From an optimization exercise on the open Yosys and OpenROAD flow, aimed at small area, a short achievable clock period and few clock cycles; shortcuts taken in it are not production practice. RTL that was checked went through simulation tests only; none was proved equivalent to the original. Power is estimated from default activity; no workload was simulated.

## symcodec_rx
module symcodec_rx (
    input  wire        clk,
    input  wire        rst,
    input  wire        in_valid,
    output wire        in_ready,
    input  wire [63:0] in_data,     
    input  wire [3:0]  in_groups,   
    input  wire        in_last,     
    output reg         out_valid,
    output reg  [7:0]  out_byte,
    output reg  [2:0]  out_kind,    
    output reg         done,
    output wire [1:0]  res,         
    output wire [3:0]  cause,       
    output wire        chkmis,
    output wire [15:0] clean_bits,
    output wire [15:0] n_bytes,
    output wire [31:0] pre,
    output wire [15:0] len,
    output wire [7:0]  stored_chk,
    output wire [7:0]  calc_chk,
    output wire [15:0] bad_index,
    output wire [5:0]  bad_win
);
Size: ~1200 cells after synthesis, about 190 flip-flops, roughly 210 I/O pins, roughly 0.0098 mm² of cells after synthesis.
==> flow/config.mk <==
export PLATFORM = sky130hd
export DESIGN_NAME = symcodec_rx
export DESIGN_NICKNAME = symcodec_rx
export VERILOG_FILES = /design/flow/design.v
export SDC_FILE = /design/flow/constraint.sdc
export NUM_CORES = 4
export LEC_CHECK = 0
export ABC_AREA = 1
export CAP_MARGIN = 20
export CORE_MARGIN = 2
export CORE_UTILIZATION = 50
export SLEW_MARGIN = 20
==> flow/constraint.sdc <==
create_clock -name core_clock -period 5.0 [get_ports {clk}]
set_input_delay 1.0000 -clock core_clock [delete_from_list [all_inputs] [get_ports {clk}]]
set_output_delay 1.0000 -clock core_clock [all_outputs]
set_load 0.01 [all_outputs]
run.sh (not shown) runs the stock make flow with config.mk's settings and CLKGATE_MAP_FILE= SYNTH_SCRIPT=/design/flow/synth_recipe.tcl, a recipe that flattens the netlist after the stock synthesis.
The baseline produced a clean layout.
Next try:
SETUP_SLACK_MARGIN = 2.4   (was unset)
What happened: The new run completed without violations. Wire length increases by 4.9%. Area after synthesis does not change. Via count increases by 3.0%. Sequential share of layout area decreases by 1.8 points.
Next try:
==> flow/flow/run.sh (new file) <==
#!/bin/bash
# Standard ORFS layout (standard.sh: the standard flow's synthesis, floorplan, place, CTS,
# route, finish) with one change: the buffers that buffer_ports puts on every
# input and output port are sky130_fd_sc_hd__buf_1 cells instead of the
# default pick. The full make output goes to standard.log in this folder;
# each ORFS step's own log stays under orfs/logs/.
set -euo pipefail
export BUFFER_PORTS_ARGS="-buffer_cell sky130_fd_sc_hd__buf_1"
bash standard.sh > standard.log 2>&1
==> flow/standard.sh (new file) <==
#!/bin/bash
# synth_recipe.tcl (not shown) runs the flow's synth.tcl, then flattens the netlist and writes it again
# the make line also repeats each setting of config.mk as NAME=value (left out here)
make -C /OpenROAD-flow-scripts/flow DESIGN_CONFIG=/design/flow/config.mk WORK_HOME=/design/flow/orfs CLKGATE_MAP_FILE= SYNTH_SCRIPT=/design/flow/synth_recipe.tcl "${@:-finish}"
SETUP_SLACK_MARGIN = unset   (was 2.4)
removed: flow/run.sh
The changed run went through all stages and came out clean.
Total power drops slightly.
Wire length drops by roughly a tenth.
Sequential share of layout area climbs by 5.9 points.
Combinational power drops by a quarter to a third.
Final area drops by about a fifth.
Die area stays the same.
Setup slack degrades by 880 ps.
Register-to-register slack degrades by 880 ps.
Core utilization drops by 11 points.
Final cell count drops by a few percent.
Function was not checked in any run of this note: the RTL went through the layout flow alone.

========
symcodec_rx, a different RTL version from the one above (not shown whole).
Size in the first run: about 180 flip-flops, roughly 8800 um^2 of cells after synthesis.
Design symcodec_rx, start of the top module:
module symcodec_rx (
    input  wire        clk,
    input  wire        rst,
    input  wire        in_valid,
    output wire        in_ready,
    input  wire [63:0] in_data,     
    input  wire [3:0]  in_groups,   
    input  wire        in_last,     
    output reg         out_valid,
    output reg  [7:0]  out_byte,
    output reg  [2:0]  out_kind,    
    output reg         done,
    output wire [1:0]  res,         
    output wire [3:0]  cause,       
    output wire        chkmis,
    output wire [15:0] clean_bits,
    output wire [15:0] n_bytes,
    output wire [31:0] pre,
    output wire [15:0] len,
    output wire [7:0]  stored_chk,
    output wire [7:0]  calc_chk,
    output wire [15:0] bad_index,
    output wire [5:0]  bad_win
);
==> flow/config.mk <==
export PLATFORM = sky130hd
export DESIGN_NAME = symcodec_rx
export DESIGN_NICKNAME = symcodec_rx
export VERILOG_FILES = /design/flow/design.v
export SDC_FILE = /design/flow/constraint.sdc
export NUM_CORES = 4
export LEC_CHECK = 0
export ABC_AREA = 1
export CAP_MARGIN = 20
export CORE_MARGIN = 2
export CORE_UTILIZATION = 50
export GPL_TIMING_DRIVEN = 0
export SETUP_SLACK_MARGIN = 2.7
export SLEW_MARGIN = 20
==> flow/constraint.sdc <==
create_clock -name core_clock -period 5.0 [get_ports {clk}]
set_input_delay 1.0000 -clock core_clock [delete_from_list [all_inputs] [get_ports {clk}]]
set_output_delay 1.0000 -clock core_clock [all_outputs]
set_load 0.01 [all_outputs]
standard.sh (not shown) runs the stock make flow with config.mk's settings and CLKGATE_MAP_FILE= SYNTH_SCRIPT=/design/flow/synth_recipe.tcl, a recipe that flattens the netlist after the stock synthesis.
==> flow/flow/run.sh <==
#!/bin/bash
# Standard ORFS layout (standard.sh: the standard flow's synthesis, floorplan, place, CTS,
# route, finish) with two changes:
#  - the buffers that buffer_ports puts on every input and output port are
#    sky130_fd_sc_hd__buf_1 cells instead of the default pick;
#  - clock tree synthesis builds the tree from clkbuf_4/clkbuf_8 cells and
#    adds no dummy loads to even out the tree.
# The full make output goes to standard.log in this folder; each ORFS step's
# own log stays under orfs/logs/.
set -euo pipefail
export BUFFER_PORTS_ARGS="-buffer_cell sky130_fd_sc_hd__buf_1"
export CTS_ARGS="-sink_clustering_enable -repair_clock_nets -buf_list {sky130_fd_sc_hd__clkbuf_4 sky130_fd_sc_hd__clkbuf_8} -dont_use_dummy_load"
bash standard.sh > standard.log 2>&1
The baseline finished with timing, DRC and antenna clean.
Testbench counts at the start, summed over its fixed seeds: cycles 15,365.
Change:
- GPL_TIMING_DRIVEN: 0 -> unset
- PLACE_DENSITY: unset -> 0.7
Global-route usage decreases by 0.32 points.
Routed wire length increases slightly.
Cell area decreases slightly.
Setup slack gains 0.0038 ns.
Combinational power barely changes.
Worst hold slack stays flat.
Sequential power is about the same.
Change:
- ABC_AREA: 1 -> unset
- PLACE_DENSITY: 0.7 -> unset
Outcome:
- The new run ran to the end with no violations
- cell area goes up by 3.8%
- routed wire length goes up by 3.9%
- sequential share of layout area goes down by 1.2 points
- combinational power is about the same
- cell count goes down by 8.7%
- setup slack degrades by 0.12 ns
Change:
- ABC_AREA: unset -> 1
- SETUP_SLACK_MARGIN: 2.7 -> 2.75
Result: Setup slack improved by 0.11 ns; cell count climbs by 10%; hold slack got worse by 0.048 ns; power climbs by 0.70%; routed wire length drops by 1.6%; global-route usage climbs by 1.1 points; clock power climbs by about 0.7%; final area drops by 2.2%; first-iteration DRC count drops by 6.2%; synthesized cell count climbs by 15%.
Change:
- SETUP_SLACK_MARGIN: 2.75 -> 2.7
Design area drops by 1.2%.
Critical path depth stays the same.
Total power barely changes.
Die area does not change.
Global-route usage goes down by 0.19 points.
Core utilization falls by 0.72 points.
Change:
- CORE_UTILIZATION: 50 -> 55
- PLACE_DENSITY: unset -> 0.7
The changed run ran to the end with no violations.
Routed wire length decreases by a few percent.
Via count came out higher slightly.
Power went down slightly.

[afterwards: timing with drivers on the ports]
No port has a modelled driver above. Below, the same layouts with a new extraction and two added sets of constraints.
Step 1 sets driving cells, clkbuf_16 on the clock port and buf_2 on the other inputs (assumed; they add their load-dependent delay and slew).
Step 2 adds t to the input delays and takes it off the output delays; t is the mean of the earliest and latest rising clock arrival at the registers after step 1. Input paths then give back, and output paths get back, about the clock's delay inside the block.
Slacks: no drivers / after step 1 / after step 2; pairs: no drivers / after step 1.
| run | shift t [ns] | slack for setup (ns) | hold WS [ns] | clock arrival spread, ns |
|---|---|---|---|---|
| the first run of note 1 | 0.476 | 1.448 / 1.448 / 1.448 | 0.416 / 0.416 / 0.416 | 0.018 / 0.019 |
| the second run of note 1 | 0.479 | 2.380 / 2.380 / 2.380 | 0.424 / 0.424 / 0.424 | 0.022 / 0.022 |
| the third run of note 1 | 0.475 | 1.499 / 1.499 / 1.499 | 0.418 / 0.418 / 0.418 | 0.013 / 0.013 |
| the first run of note 2 | 0.484 | 2.794 / 2.756 / 2.446 | 0.373 / 0.373 / 0.373 | 0.055 / 0.055 |
| the second run of note 2 | 0.490 | 2.798 / 2.763 / 2.450 | 0.373 / 0.373 / 0.373 | 0.051 / 0.051 |
| the third run of note 2 | 0.480 | 2.678 / 2.678 / 2.369 | 0.413 / 0.413 / 0.413 | 0.053 / 0.053 |
| the fourth run of note 2 | 0.478 | 2.789 / 2.789 / 2.439 | 0.365 / 0.365 / 0.365 | 0.056 / 0.056 |
| the fifth run of note 2 | 0.479 | 2.812 / 2.805 / 2.453 | 0.367 / 0.367 / 0.367 | 0.053 / 0.052 |
| the sixth run of note 2 | 0.489 | 2.836 / 2.802 / 2.483 | 0.374 / 0.374 / 0.374 | 0.047 / 0.047 |
After both steps setup and hold are still met in every run listed. The setup slack of the fifth run of note 2, which loses most, moves by -0.007 ns with the drivers and by -0.359 ns with both steps.
